This design comes from an exercise in tuning for small area on the open sky130 flow, not from production work.
Only simulation tests tie the RTL to the original design; equivalence was not proved.
The flow treats the clock pin as an ideal source, which a real chip does not have.
Power and IR drop assume default switching activity.

## zinc
// ffm_sensor_link
module ffm_sensor_link (
    input  wire        clk,
    input  wire        rst,
    input  wire        rx_valid,
    input  wire [7:0]  rx_data,
    output wire        adc_req,
    output wire [1:0]  adc_chan,
    input  wire        adc_valid,
    input  wire [11:0] adc_data,
    output wire        tx_valid,
    output wire [7:0]  tx_data,
    input  wire        tx_ready
);
    localparam [2:0] IDLE = 3'd0;    
    localparam [2:0] ADC  = 3'd1;    
    localparam [2:0] UW   = 3'd2;    
    localparam [2:0] UR   = 3'd3;    
    localparam [2:0] BW   = 3'd4;    
    localparam [2:0] BR   = 3'd5;    
    localparam [2:0] TX   = 3'd6;    
    localparam [1:0] OP_P = 2'd0, OP_T = 2'd1, OP_V = 2'd2, OP_X = 2'd3;
    reg [2:0]  st;
    reg [4:0]  ph;       
    reg        lap2;     
    reg [1:0]  op;       
    reg        s;        
    reg [2:0]  bp;       
    reg [18:0] a0, a1;   
    reg        sd0, sd1; 
    reg [11:0] tr;       
    reg        ca, cb;   
    reg        bw;       
    reg        c1;
    reg        e1, e2, c2;
    reg        f1, f2, c3;
    reg        g1, g2, g3, da, db;
    wire in_ur = (st == UR);
    wire in_br = (st == BR);
    wire is_v = (op == OP_V);
    wire vlo  = (bp == 3'd2);
    wire vhi  = (bp == 3'd3);
    wire cklo = (bp == 3'd6);
    wire comp = is_v & (vlo | vhi | cklo);
    wire last = (op == OP_P) ? (bp == 3'd3) : is_v ? (bp == 3'd7) : (bp == 3'd5);
    wire [7:0] ckhi  = {6'b111111, ~(ca & cb), ~(ca ^ cb)};
    reg  [7:0] cbyte;
    always @(*) begin
        case (bp)
            3'd0: cbyte = (op == OP_P) ? 8'h04 : (is_v & s) ? 8'h08 : 8'h06;
            3'd1: cbyte = {2'b10, op, 2'b00, s, ~s};
            3'd2: cbyte = (op == OP_P) ? {6'b011110, ~s, s} : {6'b000000, s, 1'b1};
            3'd3: cbyte = (op == OP_P) ? ckhi : {5'b00000, s, ~s, 1'b0};
            3'd4: cbyte = is_v ? 8'h00 : {5'b01100, ~s, 1'b0, ~s};
            3'd5: cbyte = is_v ? 8'h00 : ckhi;
            default: cbyte = ckhi;
        endcase
    end
    assign adc_req  = (st == ADC);
    assign adc_chan = {s, ~s};
    assign tx_valid = (st == TX);
    assign tx_data  = comp ? tr[11:4] : cbyte;
    wire lo12 = (ph < 5'd12);
    wire g0   = ~lap2 & lo12;                                     
    wire g5   = ~lap2 & (ph >= 5'd5) & (ph <= 5'd16);             
  ...
Size in the first run: roughly 370 cells after synthesis, ~82 flip-flops, ~37 I/O pins, roughly 0.0032 sq mm of cells after synthesis.
==> module ffm_sensor_link, before the edit <==
module ffm_sensor_link (
    input  wire        clk,
    input  wire        rst,
    input  wire        rx_valid,
    input  wire [7:0]  rx_data,
    output wire        adc_req,
    output wire [1:0]  adc_chan,
    input  wire        adc_valid,
    input  wire [11:0] adc_data,
    output wire        tx_valid,
    output wire [7:0]  tx_data,
    input  wire        tx_ready
);
    localparam [2:0] IDLE = 3'd0;    
    localparam [2:0] ADC  = 3'd1;    
    localparam [2:0] UW   = 3'd2;    
    localparam [2:0] UR   = 3'd3;    
    localparam [2:0] BW   = 3'd4;    
    localparam [2:0] BR   = 3'd5;    
    localparam [2:0] TX   = 3'd6;    
    localparam [1:0] OP_P = 2'd0, OP_T = 2'd1, OP_V = 2'd2, OP_X = 2'd3;
    reg [2:0]  st;
    reg [4:0]  ph;       
    reg        lap2;     
    reg [1:0]  op;       
    reg        s;        
    reg [2:0]  bp;       
    reg [18:0] a0, a1;   
    reg        sd0, sd1; 
    reg [11:0] tr;       
    reg        ca, cb;   
    reg        bw;       
    reg        c1;
    reg        e1, e2, c2;
    reg        f1, f2, c3;
    reg        g1, g2, g3, da, db;
    wire in_ur = (st == UR);
    wire in_br = (st == BR);
    wire is_v = (op == OP_V);
    wire vlo  = (bp == 3'd2);
    wire vhi  = (bp == 3'd3);
    wire cklo = (bp == 3'd6);
    wire comp = is_v & (vlo | vhi | cklo);
    wire last = (op == OP_P) ? (bp == 3'd3) : is_v ? (bp == 3'd7) : (bp == 3'd5);
    wire [7:0] ckhi  = {6'b111111, ~(ca & cb), ~(ca ^ cb)};
    reg  [7:0] cbyte;
    always @(*) begin
        case (bp)
            3'd0: cbyte = (op == OP_P) ? 8'h04 : (is_v & s) ? 8'h08 : 8'h06;
            3'd1: cbyte = {2'b10, op, 2'b00, s, ~s};
            3'd2: cbyte = (op == OP_P) ? {6'b011110, ~s, s} : {6'b000000, s, 1'b1};
            3'd3: cbyte = (op == OP_P) ? ckhi : {5'b00000, s, ~s, 1'b0};
            3'd4: cbyte = is_v ? 8'h00 : {5'b01100, ~s, 1'b0, ~s};
            3'd5: cbyte = is_v ? 8'h00 : ckhi;
            default: cbyte = ckhi;
        endcase
    end
    assign adc_req  = (st == ADC);
    assign adc_chan = {s, ~s};
    assign tx_valid = (st == TX);
    assign tx_data  = comp ? tr[11:4] : cbyte;
    wire lo12 = (ph < 5'd12);
    wire g0   = ~lap2 & lo12;                                     
    wire g5   = ~lap2 & (ph >= 5'd5) & (ph <= 5'd16);             
    wire w1   = ~lap2 & (ph >= 5'd10) & (ph <= 5'd17);            
    wire w2   = lap2 ? (ph <= 5'd6) : (ph == 5'd18);              
    wire a_0 = s ? a1[0] : a0[0];
    wire a_2 = s ? a1[2] : a0[2];
    wire a_7 = s ? a1[7] : a0[7];
    wire sd  = s ? sd1 : sd0;
    wire run = in_br & comp;
    wire x0  = run & g0 & a_7;           
    wire x5  = run & g5 & a_2;           
    wire z   = x0 ^ x5 ^ c1;
    wire y   = z ^ e2 ^ c2;
    wire w   = y ^ f2 ^ c3;
    wire q1  = w ^ g1 ^ da;
    wire q   = q1 ^ g3 ^ db;
    wire p   = s ? q : w;
    wire kb  = ~s & ~lap2 & ((ph == 5'd12) | (ph >= 5'd14));
    wire v   = p ^ kb ^ bw;
    wire kcb = s ? (lap2 & ~ph[0])
                 : (~lap2 | (~ph[2] & ~ph[1]) | (ph[2] & ~ph[0]));
    wire ge7  = (ph >= 5'd7);
    wire u_sh = sd ? lo12 : ge7;
    wire sx   = in_ur ? (sd & a_0) : tr[4];
    wire sy   = in_ur ? ~(sd & lo12 & a_7) : v;
    wire sz   = in_ur ? (u_sh & tr[0]) : kcb;
    wire s1   = sx ^ sy ^ ca;
    wire so   = s1 ^ sz ^ cb;
    wire ca_n = (sx & sy) | (sx & ca) | (sy & ca);
    wire cb_n = (s1 & sz) | (s1 & cb) | (sz & cb);
    wire sh_v = run & ((w1 & ~vhi) | (w2 & ~vlo));
    wire sin  = (cklo & w2) ? ~so : v;
    always @(posedge clk) begin
        ph <= (ph == 5'd18) ? 5'd0 : ph + 5'd1;
        c1 <= (x0 & x5) | (x0 & c1) | (x5 & c1);
        e1 <= z; e2 <= e1; c2 <= (z & e2) | (z & c2) | (e2 & c2);
        f1 <= y; f2 <= f1; c3 <= (y & f2) | (y & c3) | (f2 & c3);
        g1 <= w; g2 <= g1; g3 <= g2;
        da <= (w & g1) | (w & da) | (g1 & da);
        db <= (q1 & g3) | (q1 & db) | (g3 & db);
        bw <= (in_br & (lap2 | (ph >= 5'd10))) ? ((~p & (kb | bw)) | (kb & bw)) : 1'b0;
        a0 <= {(in_ur & ~s) ? so : a0[0], a0[18:1]};
        a1 <= {(in_ur &  s) ? so : a1[0], a1[18:1]};
        if (st == IDLE) begin
            ca <= 1'b0;
            cb <= 1'b0;
        end else if (st == UW) begin
            ca <= 1'b1;
            cb <= 1'b0;
        end else if (in_ur || (run && cklo)) begin
            ca <= (in_ur | w2) & ca_n;
            cb <= (in_ur | w2) & cb_n;
        end
        if (st == ADC && adc_valid)
            tr <= adc_data;
        else if ((in_ur && u_sh) || sh_v)
            tr <= {sin, tr[11:1]};
        if (rst) begin
            st  <= IDLE;
            ph  <= 5'd0;
            bp  <= 3'd0;
            sd0 <= 1'b0;
            sd1 <= 1'b0;
        end else begin
            case (st)
                IDLE: if (rx_valid) begin
                    case (bp[1:0])
                        2'd0: if (rx_data == 8'h04) bp <= 3'd1;
                        2'd1: begin
                            bp <= 3'd2;
                            s  <= rx_data[1];
                            if ((rx_data[3:0] == 4'd1 || rx_data[3:0] == 4'd2) &&
                                (rx_data[7:4] == 4'h8 || rx_data[7:4] == 4'h9 || rx_data[7:4] == 4'hA))
                                op <= rx_data[5:4];
                            else
                                op <= OP_X;
                        end
                        2'd2: begin
                            bp <= 3'd3;
                            if (rx_data != {2'b01, ~op, 2'b10, ~s, s})
                                op <= OP_X;
                        end
                        default: begin
                            bp <= 3'd0;
                            if (rx_data == 8'hFF && op != OP_X)
                                st <= (op == OP_V) ? ADC : TX;
                        end
                    endcase
                end
                ADC: if (adc_valid) st <= UW;
                UW: if (ph == 5'd18) st <= UR;
                UR: if (ph == 5'd18) begin
                    st <= TX;
                    if (s) sd1 <= 1'b1; else sd0 <= 1'b1;
                end
                BW: if (!comp) st <= TX;
                else if (ph == 5'd18) begin
                    st <= BR;
                    lap2 <= 1'b0;
                end
                BR: begin
                    if (ph == 5'd18) lap2 <= 1'b1;
                    if (vlo ? (!lap2 && ph == 5'd17) : (lap2 && ph == 5'd6))
                        st <= TX;
                end
                TX: if (tx_ready) begin
                    if (last) begin
                        st <= IDLE;
                        bp <= 3'd0;
                    end else begin
                        bp <= {bp[2:1], bp[0]} + 3'd1 | {1'b0, is_v & ~s & vhi, 1'b0};
                        st <= BW;
                    end
                end
                default: st <= IDLE;
            endcase
        end
    end
endmodule
Settings: LEC_CHECK=0, CAP_MARGIN=20, CORE_MARGIN=2, CORE_UTILIZATION=70, SLEW_MARGIN=20; clock period 20.0 ns.
standard.sh (not shown) runs the stock make flow with config.mk's settings and CLKGATE_MAP_FILE= SYNTH_SCRIPT=/design/flow/synth_recipe.tcl, a recipe that flattens the netlist after the stock synthesis.
==> flow/flow/run.sh <==
#!/bin/bash
# Own flow: the standard layout (standard.sh), with these changes:
#  - synthesis (flow/synth.tcl) is the standard synthesis except for the
#    ABC mapping step, which tries the area-oriented scripts flow/*.abc and
#    keeps the smallest result, and ORFS's adder extraction is off; the
#    registers are mapped exactly as in the standard synthesis;
#  - port buffers are sky130_fd_sc_hd__buf_1 instead of the default pick;
#  - the clock tree is built from sky130_fd_sc_hd__clkbuf_4 without dummy
#    loads; flow/post_cts.tcl then swaps any clkbuf_4 that drives 12 or more
#    clock pins for a clkbuf_8 (clock-pin slew).
# make's full output goes to flow_make.log in the work folder; ORFS's
# per-step logs stay under orfs/logs/.
set -euo pipefail
W=$(pwd)
export FLOW_WORK="$W"
bash standard.sh \
  SYNTH_SCRIPT="$W/flow/synth.tcl" \
  ADDER_MAP_FILE= \
  "BUFFER_PORTS_ARGS=-buffer_cell sky130_fd_sc_hd__buf_1" \
  "CTS_ARGS=-sink_clustering_enable -repair_clock_nets -buf_list sky130_fd_sc_hd__clkbuf_4 -dont_use_dummy_load" \
  "POST_CTS_TCL=$W/flow/post_cts.tcl" \
  finish > "$W/flow_make.log" 2>&1
Other scripts of this flow, unchanged in this note and not shown: flow/flow/amap.abc, flow/flow/deep.abc, flow/flow/deep_s1.abc, flow/flow/deep_s2.abc, flow/flow/deepnf.abc, flow/flow/nf.abc, flow/flow/post_cts.tcl, flow/flow/synth.tcl
[inputs] lagoon vs zinc
diff --git a/flow/design.v b/flow/design.v
--- a/flow/design.v
+++ b/flow/design.v
@@ -27,11 +27,10 @@
     reg [2:0]  bp;       
     reg [18:0] a0, a1;   
     reg        sd0, sd1; 
     reg [11:0] tr;       
     reg        ca, cb;   
-    reg        bw;       
     reg        c1;
     reg        e1, e2, c2;
     reg        f1, f2, c3;
     reg        g1, g2, g3, da, db;
     wire in_ur = (st == UR);
@@ -72,15 +71,15 @@
     wire x0  = run & g0 & a_7;           
     wire x5  = run & g5 & a_2;           
     wire z   = x0 ^ x5 ^ c1;
     wire y   = z ^ e2 ^ c2;
     wire w   = y ^ f2 ^ c3;
-    wire q1  = w ^ g1 ^ da;
-    wire q   = q1 ^ g3 ^ db;
-    wire p   = s ? q : w;
-    wire kb  = ~s & ~lap2 & ((ph == 5'd12) | (ph >= 5'd14));
-    wire v   = p ^ kb ^ bw;
+    wire k5  = lap2 | (ph == 5'd12) | (ph == 5'd13);
+    wire q2  = s ? g1 : k5;
+    wire q8  = s & g3;
+    wire q1  = w ^ q2 ^ da;
+    wire v   = q1 ^ q8 ^ db;
     wire kcb = s ? (lap2 & ~ph[0])
                  : (~lap2 | (~ph[2] & ~ph[1]) | (ph[2] & ~ph[0]));
     wire ge7  = (ph >= 5'd7);
     wire u_sh = sd ? lo12 : ge7;
     wire sx   = in_ur ? (sd & a_0) : tr[4];
@@ -88,21 +87,21 @@
     wire sz   = in_ur ? (u_sh & tr[0]) : kcb;
     wire s1   = sx ^ sy ^ ca;
     wire so   = s1 ^ sz ^ cb;
     wire ca_n = (sx & sy) | (sx & ca) | (sy & ca);
     wire cb_n = (s1 & sz) | (s1 & cb) | (sz & cb);
-    wire sh_v = run & ((w1 & ~vhi) | (w2 & ~vlo));
+    wire sh_v = run & (w1 | w2);
     wire sin  = (cklo & w2) ? ~so : v;
     always @(posedge clk) begin
         ph <= (ph == 5'd18) ? 5'd0 : ph + 5'd1;
         c1 <= (x0 & x5) | (x0 & c1) | (x5 & c1);
         e1 <= z; e2 <= e1; c2 <= (z & e2) | (z & c2) | (e2 & c2);
         f1 <= y; f2 <= f1; c3 <= (y & f2) | (y & c3) | (f2 & c3);
         g1 <= w; g2 <= g1; g3 <= g2;
-        da <= (w & g1) | (w & da) | (g1 & da);
-        db <= (q1 & g3) | (q1 & db) | (g3 & db);
-        bw <= (in_br & (lap2 | (ph >= 5'd10))) ? ((~p & (kb | bw)) | (kb & bw)) : 1'b0;
+        da <= (w & q2) | (w & da) | (q2 & da);
+        db <= (q1 & q8) | (q1 & db) | (q8 & db);
+        lap2 <= in_br & (lap2 | (ph == 5'd18));
         a0 <= {(in_ur & ~s) ? so : a0[0], a0[18:1]};
         a1 <= {(in_ur &  s) ? so : a1[0], a1[18:1]};
         if (st == IDLE) begin
             ca <= 1'b0;
             cb <= 1'b0;
@@ -154,19 +153,13 @@
                 UR: if (ph == 5'd18) begin
                     st <= TX;
                     if (s) sd1 <= 1'b1; else sd0 <= 1'b1;
                 end
                 BW: if (!comp) st <= TX;
-                else if (ph == 5'd18) begin
-                    st <= BR;
-                    lap2 <= 1'b0;
-                end
-                BR: begin
-                    if (ph == 5'd18) lap2 <= 1'b1;
-                    if (vlo ? (!lap2 && ph == 5'd17) : (lap2 && ph == 5'd6))
-                        st <= TX;
-                end
+                else if (ph == 5'd18) st <= BR;
+                BR: if (vlo ? (!lap2 && ph == 5'd17) : (lap2 && ph == 5'd6))
+                    st <= TX;
                 TX: if (tx_ready) begin
                     if (last) begin
                         st <= IDLE;
                         bp <= 3'd0;
                     end else begin
[summary]
- lagoon | stages: all done | timing, DRC, antenna: all pass
- lagoon against zinc: sequential share of layout area grew by 0.72 points, combinational power shrank by 14%, count of endpoints failing setup in the final report held steady, post-synth net total shrank by 4.3%, number of clock sinks shrank by 1.2%.
- lagoon ended up with fewer standard cells than zinc.
- On share of the final layout cell area in multi-input gates, zinc and lagoon are neck and neck.

-- static timing again, ports no longer ideal --
The results above use ideal ports. As a check the final layouts listed here were re-extracted and re-timed, cells and wires unchanged. Step 1 sets driving cells, clkbuf_16 on the clock port and buf_2 on the other inputs (assumed; they add their load-dependent delay and slew). Step 2 moves the port delays by t, midway between the first and last clock arrival at a register: inputs arrive t later, outputs are due t later. That takes back most of the time a late clock gives input paths. Three values: ideal ports, drivers, drivers and shift; two values: the first two.
run	t, ns	setup slack, ns	slew at the worst register clock pin (ns)	pins driven straight from the clock port
zinc	0.433	13.170 / 13.142 / 13.575	0.11 / 0.11	1
lagoon	0.423	13.099 / 13.074 / 13.497	0.10 / 0.10	1
After both steps every run listed still meets setup and hold.
